Background: an optimization exercise with open tools, aiming at a short achievable clock period and few clock cycles. Do not read the settings as production practice.
Where RTL was checked, it was by simulation tests only, not by an equivalence proof against the original.
No activity file was given, so power comes from the tool's default toggle rates.

==> exp/maple: inputs <==
Design cu_codec, start of the top module:
module cu_codec (
    input  wire        clk,
    input  wire        rst_n,
    input  wire        req_valid,
    output wire        req_ready,
    input  wire [7:0]  req_op,
    input  wire [31:0] req_a,
    input  wire [31:0] req_v,
    input  wire [31:0] req_r,
    input  wire        close,
    output reg         rsp_valid,
    output reg  [2:0]  rsp_code,
    output reg  [2:0]  rsp_kind,
    output reg  [31:0] rsp_fuel,
    output reg  [3:0]  rsp_start,
    output reg  [3:0]  rsp_mode,
    output reg  [7:0]  rsp_pit,
    output reg  [3:0]  rsp_display,
    output reg  [4:0]  rsp_tm_addr,
    output reg  [31:0] rsp_tm_stamp,
    output reg  [3:0]  rsp_tm_sector,
    output reg  [31:0] rsp_version,
    output reg  [15:0] rsp_raw_len,
    output reg  [63:0] rsp_raw_head,
    output reg  [15:0] discards,
    output wire        tx_valid,
    input  wire        tx_ready,
    output wire [7:0]  tx_data,
    output wire        tx_last,
    input  wire [1:0]  tx_status,
    input  wire        rx_valid,
    output wire        rx_ready,
    input  wire [7:0]  rx_data,
    input  wire        rx_last,
    input  wire        rx_timeout,
    input  wire        rx_ioerr,
    output reg         diag_valid,
    output reg  [7:0]  diag_byte
);
==> flow/config.mk <==
export PLATFORM = sky130hd
export DESIGN_NAME = cu_codec
export DESIGN_NICKNAME = cu_codec
export VERILOG_FILES = /design/flow/design.v
export SDC_FILE = /design/flow/constraint.sdc
export NUM_CORES = 4
export LEC_CHECK = 0
export ABC_CLOCK_PERIOD_IN_PS = 1000
export CAP_MARGIN = 20
export CORE_MARGIN = 2
export CORE_UTILIZATION = 50
export PLACE_DENSITY = 0.6
export SLEW_MARGIN = 20
==> flow/constraint.sdc <==
create_clock -name core_clock -period 12.0 [get_ports {clk}]
set_input_delay 2.4000 -clock core_clock [delete_from_list [all_inputs] [get_ports {clk}]]
set_output_delay 2.4000 -clock core_clock [all_outputs]
set_load 0.01 [all_outputs]
standard.sh (not shown) runs the stock make flow with config.mk's settings and CLKGATE_MAP_FILE= SYNTH_SCRIPT=/design/flow/synth_recipe.tcl, a recipe that flattens the netlist after the stock synthesis.
==> flow/flow/run.sh <==
#!/bin/bash
# The standard layout (the standard.sh: standard synthesis, floorplan,
# placement, CTS, routing, finish) with the same SDC and settings, except:
#  * port buffers are sky130_fd_sc_hd__buf_4 (ORFS otherwise picks
#    clkdlybuf4s50_1, a slow delay buffer, for every port);
#  * the resizer's setup repair aims for a larger slack margin, so that the
#    layout is optimised beyond the constraint's 12 ns.
set -euo pipefail
export BUFFER_PORTS_ARGS="-buffer_cell sky130_fd_sc_hd__buf_4"
export SETUP_SLACK_MARGIN=8.8
bash standard.sh finish > standard_flow.log 2>&1
==> exp/harbor: changes against exp/maple <==
--- a/flow/design.v
+++ b/flow/design.v
@@ -38,23 +38,18 @@
     output reg  [7:0]  diag_byte
 );
     localparam [2:0] E_OK = 3'd0, E_VALID = 3'd1, E_FORMAT = 3'd2, E_CHKSUM = 3'd3,
                      E_TIMEOUT = 3'd4, E_IO = 3'd5, E_ILLEGAL = 3'd6;
     localparam [2:0] K_NONE = 3'd0, K_STATUS = 3'd1, K_TIMER = 3'd2, K_RAW = 3'd3,
                      K_VERSION = 3'd4;
     integer i;
-    reg st_idle, st_check, st_send, st_await;
-    reg idle_n, send_n, await_n;
-    wire s_idle  = ~idle_n;
-    wire s_send  = ~send_n;
-    wire s_await = ~await_n;
+    reg st_idle, st_send, st_await;
     reg closed;
     reg [7:0] txd;
-    reg       txl, txl_n;
-    wire      s_txl = ~txl_n;
+    reg       txl;
     assign req_ready = st_idle;
     assign tx_valid  = st_send;
     assign tx_data   = txd;
     assign tx_last   = txl;
     assign rx_ready  = st_await;
     reg [7:0] key;
     reg [2:0] len;
@@ -78,22 +73,21 @@
     wire       op_ww  = op_w3 | op_pos | op_clr | op_lap;
     wire       legal  = op_ww | op_ign | op_rst | op_ver | op_pol | op_btn;
     wire a_ok = (req_a[31:3] == 29'd0);
     wire n_ok = (req_v[31:4] == 28'd0);
     wire b_ok = (req_v[31:8] == 24'd0);
     wire r_ok = (req_r[31:4] == 28'd0);
     wire p_ok = n_ok && (req_v[3:0] != 4'd0) && (req_v[3:0] <= 4'd8);
-    wire op_chk  = op_w3 | op_pos | op_lap | op_ign;
-    wire op_free = op_clr | op_rst | op_ver | op_pol | op_btn;
-    reg  c_a_ok, c_n_ok, c_b_ok, c_r_ok, c_p_ok;
-    reg  c_w3, c_pos, c_lap, c_ign;
-    wire c_err1 = ((c_w3 | c_pos) & ~c_a_ok) | (c_w3 & ~c_n_ok) | (c_pos & ~c_p_ok) |
-                  (c_lap & ~c_b_ok);
-    wire c_err2 = ((c_w3 | c_pos) & ~c_r_ok) | (c_ign & ~c_b_ok);
-    wire c_go   = ~c_err1 & ~c_err2 & ~closed & ~close;
+    wire err1 = ((op_w3 | op_pos) & ~a_ok) | (op_w3 & ~n_ok) | (op_pos & ~p_ok) |
+                (op_lap & ~b_ok);
+    wire err2 = ((op_w3 | op_pos) & ~r_ok) | (op_ign & ~b_ok);
+    wire v_go = (op_w3 & a_ok & n_ok & r_ok) | (op_pos & a_ok & p_ok & r_ok) |
+                ((op_lap | op_ign) & b_ok) | op_clr | op_rst | op_ver | op_pol | op_btn;
+    wire [2:0] v_code = ~legal ? E_ILLEGAL : err1 ? E_VALID : err2 ? E_FORMAT :
+                        E_IO;    
     reg [7:0] f_key;
     reg [2:0] f_len;
     reg [4:0] f_word;
     reg [2:0] f_addr;
     reg [3:0] f_val, f_rep;
     reg [3:0] f_n1, f_n2, f_n3, f_n4;
     always @(*) begin
@@ -127,20 +121,17 @@
                 3'd2:    f_n1 = 4'd5;
                 3'd3:    f_n1 = 4'd6;
                 3'd4:    f_n1 = 4'd7;
                 default: f_n1 = 4'd8;
             endcase
         end
     end
-    wire accept  = s_idle & req_valid;
-    wire acc_go  = accept & op_free & ~closed & ~close;
-    wire acc_chk = accept & op_chk;
-    wire acc_rsp = accept & ~op_chk & ~(op_free & ~closed & ~close);
-    wire chk_go  = st_check & c_go;
-    wire chk_rsp = st_check & ~c_go;
+    wire accept  = st_idle & req_valid;
+    wire acc_go  = accept & v_go & ~closed & ~close;
+    wire acc_rsp = accept & ~(v_go & ~closed & ~close);
     wire       lap2 = is_lap & sent1;       
     wire [3:0] e_n1 = lap2 ? 4'd2 : n1;
     wire [3:0] e_n3 = lap2 ? vlo  : n3;
     reg  [3:0] cur_nib, nxt_nib;
     wire [2:0] nidx = idx + 3'd1;
     always @(*) begin
         case (idx)
@@ -155,19 +146,18 @@
             3'd2:    nxt_nib = n2;
             3'd3:    nxt_nib = is_ign ? chk : e_n3;
             3'd4:    nxt_nib = n4;
             default: nxt_nib = chk;
         endcase
     end
     wire [7:0] cur_byte = (idx == 3'd0) ? key : {4'h3, cur_nib};
-    wire [7:0] nxt_byte = s_txl ? key : {4'h3, nxt_nib};
-    wire       nxt_last = s_txl ? (len == 3'd1) : (nidx == len - 3'd1);
-    wire tx_take = s_send & tx_ready;
-    wire nx_txl  = s_idle ? (f_len == 3'd1) : tx_take ? nxt_last : (idx == len - 3'd1);
-    wire tx_end  = tx_take & s_txl;
+    wire [7:0] nxt_byte = txl ? key : {4'h3, nxt_nib};
+    wire       nxt_last = txl ? (len == 3'd1) : (nidx == len - 3'd1);
+    wire tx_take = st_send & tx_ready;
+    wire tx_end  = tx_take & txl;
     wire tx_ok   = tx_end & (tx_status == 2'd0);
     wire tx_bad  = tx_end & (tx_status != 2'd0);
     reg         first;           
     reg  [15:0] rlen;            
     reg         drop;            
     reg  [3:0]  sacc;            
     reg         tkq;             
@@ -240,137 +230,107 @@
             else begin
                 a_code = e_ok5 ? E_OK : E_CHKSUM; a_kind = e_ok5 ? K_VERSION : K_NONE;
             end
         end else begin
             a_kind = K_RAW;
         end
     end
-    wire        rx_take = s_await & rx_valid;
+    wire        rx_take = st_await & rx_valid;
     wire        rx_evt  = rx_timeout | rx_ioerr;
     wire        rx_dat  = rx_take & ~rx_evt;
+    wire        eq_key  = (rx_data == key);
     wire        eq_chk  = (rx_data == {4'h3, s_next});
+    wire        matched = first ? eq_key : ~e_drop;
     wire [2:0]  d_code  = use_b ? (eq_chk ? E_OK : E_CHKSUM) : a_code;
     wire [2:0]  d_kind  = use_b ? (eq_chk ? b_kind : K_NONE) : a_kind;
-    wire rx_done = rx_dat & rx_last & ~first & ~e_drop;   
-    wire rx_one  = rx_dat & rx_last & first;              
-    reg  lastq;
-    wire d1      = tkq & (posq == 5'd0) & lastq;          
-    wire d1_fin  = d1 & q_key & ~lap_first;
-    wire d1_next = d1 & q_key & lap_first;
-    wire d1_more = d1 & ~q_key;
-    wire rx_fin  = (rx_take & rx_evt) | (rx_done & ~lap_first) | d1_fin;
-    wire rx_next = (rx_done & lap_first) | d1_next;       
-    wire nx_idle  = (s_idle & ~acc_go & ~acc_chk) | chk_rsp | tx_bad | rx_fin;
-    wire nx_send  = acc_go | chk_go | (s_send & ~tx_end) | rx_next;
-    wire nx_await = tx_ok | d1_more | (s_await & ~(rx_take & rx_evt) & ~rx_done & ~rx_one);
+    wire rx_done = rx_dat & rx_last & matched;      
+    wire rx_fin  = (rx_take & rx_evt) | (rx_done & ~lap_first);
+    wire rx_next = rx_done & lap_first;             
     always @(posedge clk) begin
         if (!rst_n) begin
             st_idle    <= 1'b1;
-            idle_n     <= 1'b0;
-            st_check   <= 1'b0;
             st_send    <= 1'b0;
-            send_n     <= 1'b1;
             st_await   <= 1'b0;
-            await_n    <= 1'b1;
             closed     <= 1'b0;
             rsp_valid  <= 1'b0;
             diag_valid <= 1'b0;
             tkq        <= 1'b0;
             disc_n     <= 16'hFFFF;
             discards   <= 16'd0;
         end else begin
             if (close)
                 closed <= 1'b1;
-            rsp_valid  <= acc_rsp | chk_rsp | tx_bad | rx_fin;
-            st_idle    <= nx_idle;
-            idle_n     <= ~nx_idle;
-            st_check   <= acc_chk;
-            st_send    <= nx_send;
-            send_n     <= ~nx_send;
-            st_await   <= nx_await;
-            await_n    <= ~nx_await;
+            rsp_valid  <= acc_rsp | tx_bad | rx_fin;
+            st_idle    <= (st_idle & ~acc_go) | tx_bad | rx_fin;
+            st_send    <= acc_go | (st_send & ~tx_end) | rx_next;
+            st_await   <= tx_ok | (st_await & ~rx_fin & ~rx_next);
             tkq        <= rx_dat;
             diag_valid <= q0 & ~q_key;
             if (accept) begin
                 disc_n   <= 16'hFFFF;
                 discards <= 16'd0;
             end else begin
                 disc_n   <= ~(~disc_n + {15'd0, inc_disc});
                 discards <= ~disc_n + {15'd0, inc_disc};
             end
         end
     end
     always @(posedge clk) begin
-        if (s_idle) begin
-            rsp_code <= legal ? E_IO : E_ILLEGAL;
+        if (st_idle) begin
+            rsp_code <= v_code;
             rsp_kind <= K_NONE;
-        end else if (st_check) begin
-            rsp_code <= c_err1 ? E_VALID : c_err2 ? E_FORMAT : E_IO;
-            rsp_kind <= K_NONE;
-        end else if (s_send) begin
+        end else if (st_send) begin
             rsp_code <= (tx_status == 2'd1) ? E_TIMEOUT : E_IO;
             rsp_kind <= K_NONE;
-        end else if (d1) begin
-            rsp_code <= (is_poll | is_ver) ? E_FORMAT : E_OK;
-            rsp_kind <= (is_poll | is_ver) ? K_NONE : K_RAW;
         end else begin
             rsp_code <= rx_evt ? (rx_timeout ? E_TIMEOUT : E_IO) : d_code;
             rsp_kind <= rx_evt ? K_NONE : d_kind;
         end
-        if (s_idle) begin
+        if (st_idle) begin
             key     <= f_key;
             len     <= f_len;
             n1      <= f_n1;
             n2      <= f_n2;
             n3      <= f_n3;
             n4      <= f_n4;
             vlo     <= req_v[3:0];
             is_ign  <= op_ign;
             is_lap  <= op_lap;
             is_poll <= op_pol;
             is_ver  <= op_ver;
             sent1   <= 1'b0;
             sent2   <= 1'b0;
-            c_a_ok  <= a_ok;
-            c_n_ok  <= n_ok;
-            c_b_ok  <= b_ok;
-            c_r_ok  <= r_ok;
-            c_p_ok  <= p_ok;
-            c_w3    <= op_w3;
-            c_pos   <= op_pos;
-            c_lap   <= op_lap;
-            c_ign   <= op_ign;
         end else if (tx_ok) begin
             sent1   <= 1'b1;
             sent2   <= sent1;
         end
         chk <= key[3:0] + e_n1 + n2 + e_n3 + n4;
-        if (s_idle) begin
+        if (st_idle) begin
             txd <= f_key;
+            txl <= (f_len == 3'd1);
             idx <= 3'd0;
         end else if (tx_take) begin
             txd <= nxt_byte;
-            idx <= s_txl ? 3'd0 : nidx;
+            txl <= nxt_last;
+            idx <= txl ? 3'd0 : nidx;
         end else begin
             txd <= cur_byte;
+            txl <= (idx == len - 3'd1);
         end
-        txl   <= nx_txl;
-        txl_n <= ~nx_txl;
         if (tx_ok)
             first <= 1'b1;
         else if (rx_take)
             first <= rx_last;
         if (rx_take)
             rlen <= first ? 16'd1 : (&rlen ? rlen : rlen + 16'd1);
         rsp_raw_len <= first ? 16'd1 : (&rlen ? rlen : rlen + 16'd1);
         for (i = 0; i < 8; i = i + 1)
-            rsp_raw_head[i*8 +: 8] <= (pos == i && !d1) ? rx_data :
-                                      ((first && !d1) ? 8'd0 : e_head[i*8 +: 8]);
+            rsp_raw_head[i*8 +: 8] <= (pos == i) ? rx_data :
+                                      (first ? 8'd0 : e_head[i*8 +: 8]);
         rxq       <= rx_data;
-        lastq     <= rx_last;
         posq      <= pos;
         diag_byte <= rxq;
         sacc      <= s_next;
         drop      <= e_drop;
         f1_3a     <= e_f1;
         ok5       <= e_ok5;
         ok11      <= e_ok11;
Settings changed: CORE_UTILIZATION 50 to 40.
==> qor summary <==
                                                 exp/maple   exp/harbor
Sequential power                                   1.97 mW      1.85 mW
Antenna cells                                            1            0
Sequential fraction of total cell area              0.4553       0.4346
Standby leakage power                             11.80 nW     11.71 nW
Post-CTS Setup Bufs                                     14           39
Internal cell power                               2.987 mW     2.921 mW
Final worst clock skew                          0.01872 ns   0.01617 ns
Post-Synthesis Mean Instance Area              9.968 sq um  9.803 sq um
Clock power share                                    0.417        0.454
Clock buf count                                         75           84
Power after layout                                3.876 mW     3.725 mW
#MultiIn Comb                                         1110         1107
Amount of wire on met3 after detailed routing     3.611 mm     3.417 mm
Final instance area                            26170 sq um  26720 sq um
Gr usage total                                      0.2630       0.2307
Number of CTS-inserted buffers                          54           53
Vias                                                14.95k       15.17k
Outcome                   no timing/DRC/antenna violations  no timing/DRC/antenna violations
Initial cell density of the core                    0.5036       0.4035
Max-Slew Margin vs Limit                            0.4093       0.3039
Starting DRT DRC Count                                 903          929
Critical path data arrival time                    4.08 ns      4.16 ns
Wirelength, routed                                53.95 mm     57.14 mm
Gate count of the mapped netlist                      1939         1908
Testbench counts of exp/harbor, summed over its fixed seeds: cycles 116,133.
Only the layout flow was run in exp/maple; the RTL was not checked for function there.

==> separate check: timing with driven ports <==
No port has a modelled driver above. Below, the same layouts with a new extraction and two added sets of constraints.
Step 1 assumes that a clkbuf_16 drives the clock port and a buf_2 every other input.
Step 2 times the ports against the registers' clock, not the clock port: input delays grow and output delays shrink by t, the midpoint of the rising clock arrivals with the driver on.
Slacks: no drivers / after step 1 / after step 2; pairs: no drivers / after step 1.
| run | t (ns) | slack for setup (ns) | worst setup path at the end | worst data-port slew with drivers (ns) |
|---|---|---|---|---|
| exp/maple | 0.647 | 8.424 / 8.359 / 7.712 | input to register | 0.20 |
| exp/harbor | 0.647 | 8.351 / 8.371 / 7.724 | input to register | 0.13 |
After both steps setup and hold are still met in every run listed. The setup slack of exp/maple, which loses most, moves by -0.065 ns with the drivers and by -0.712 ns with both steps.
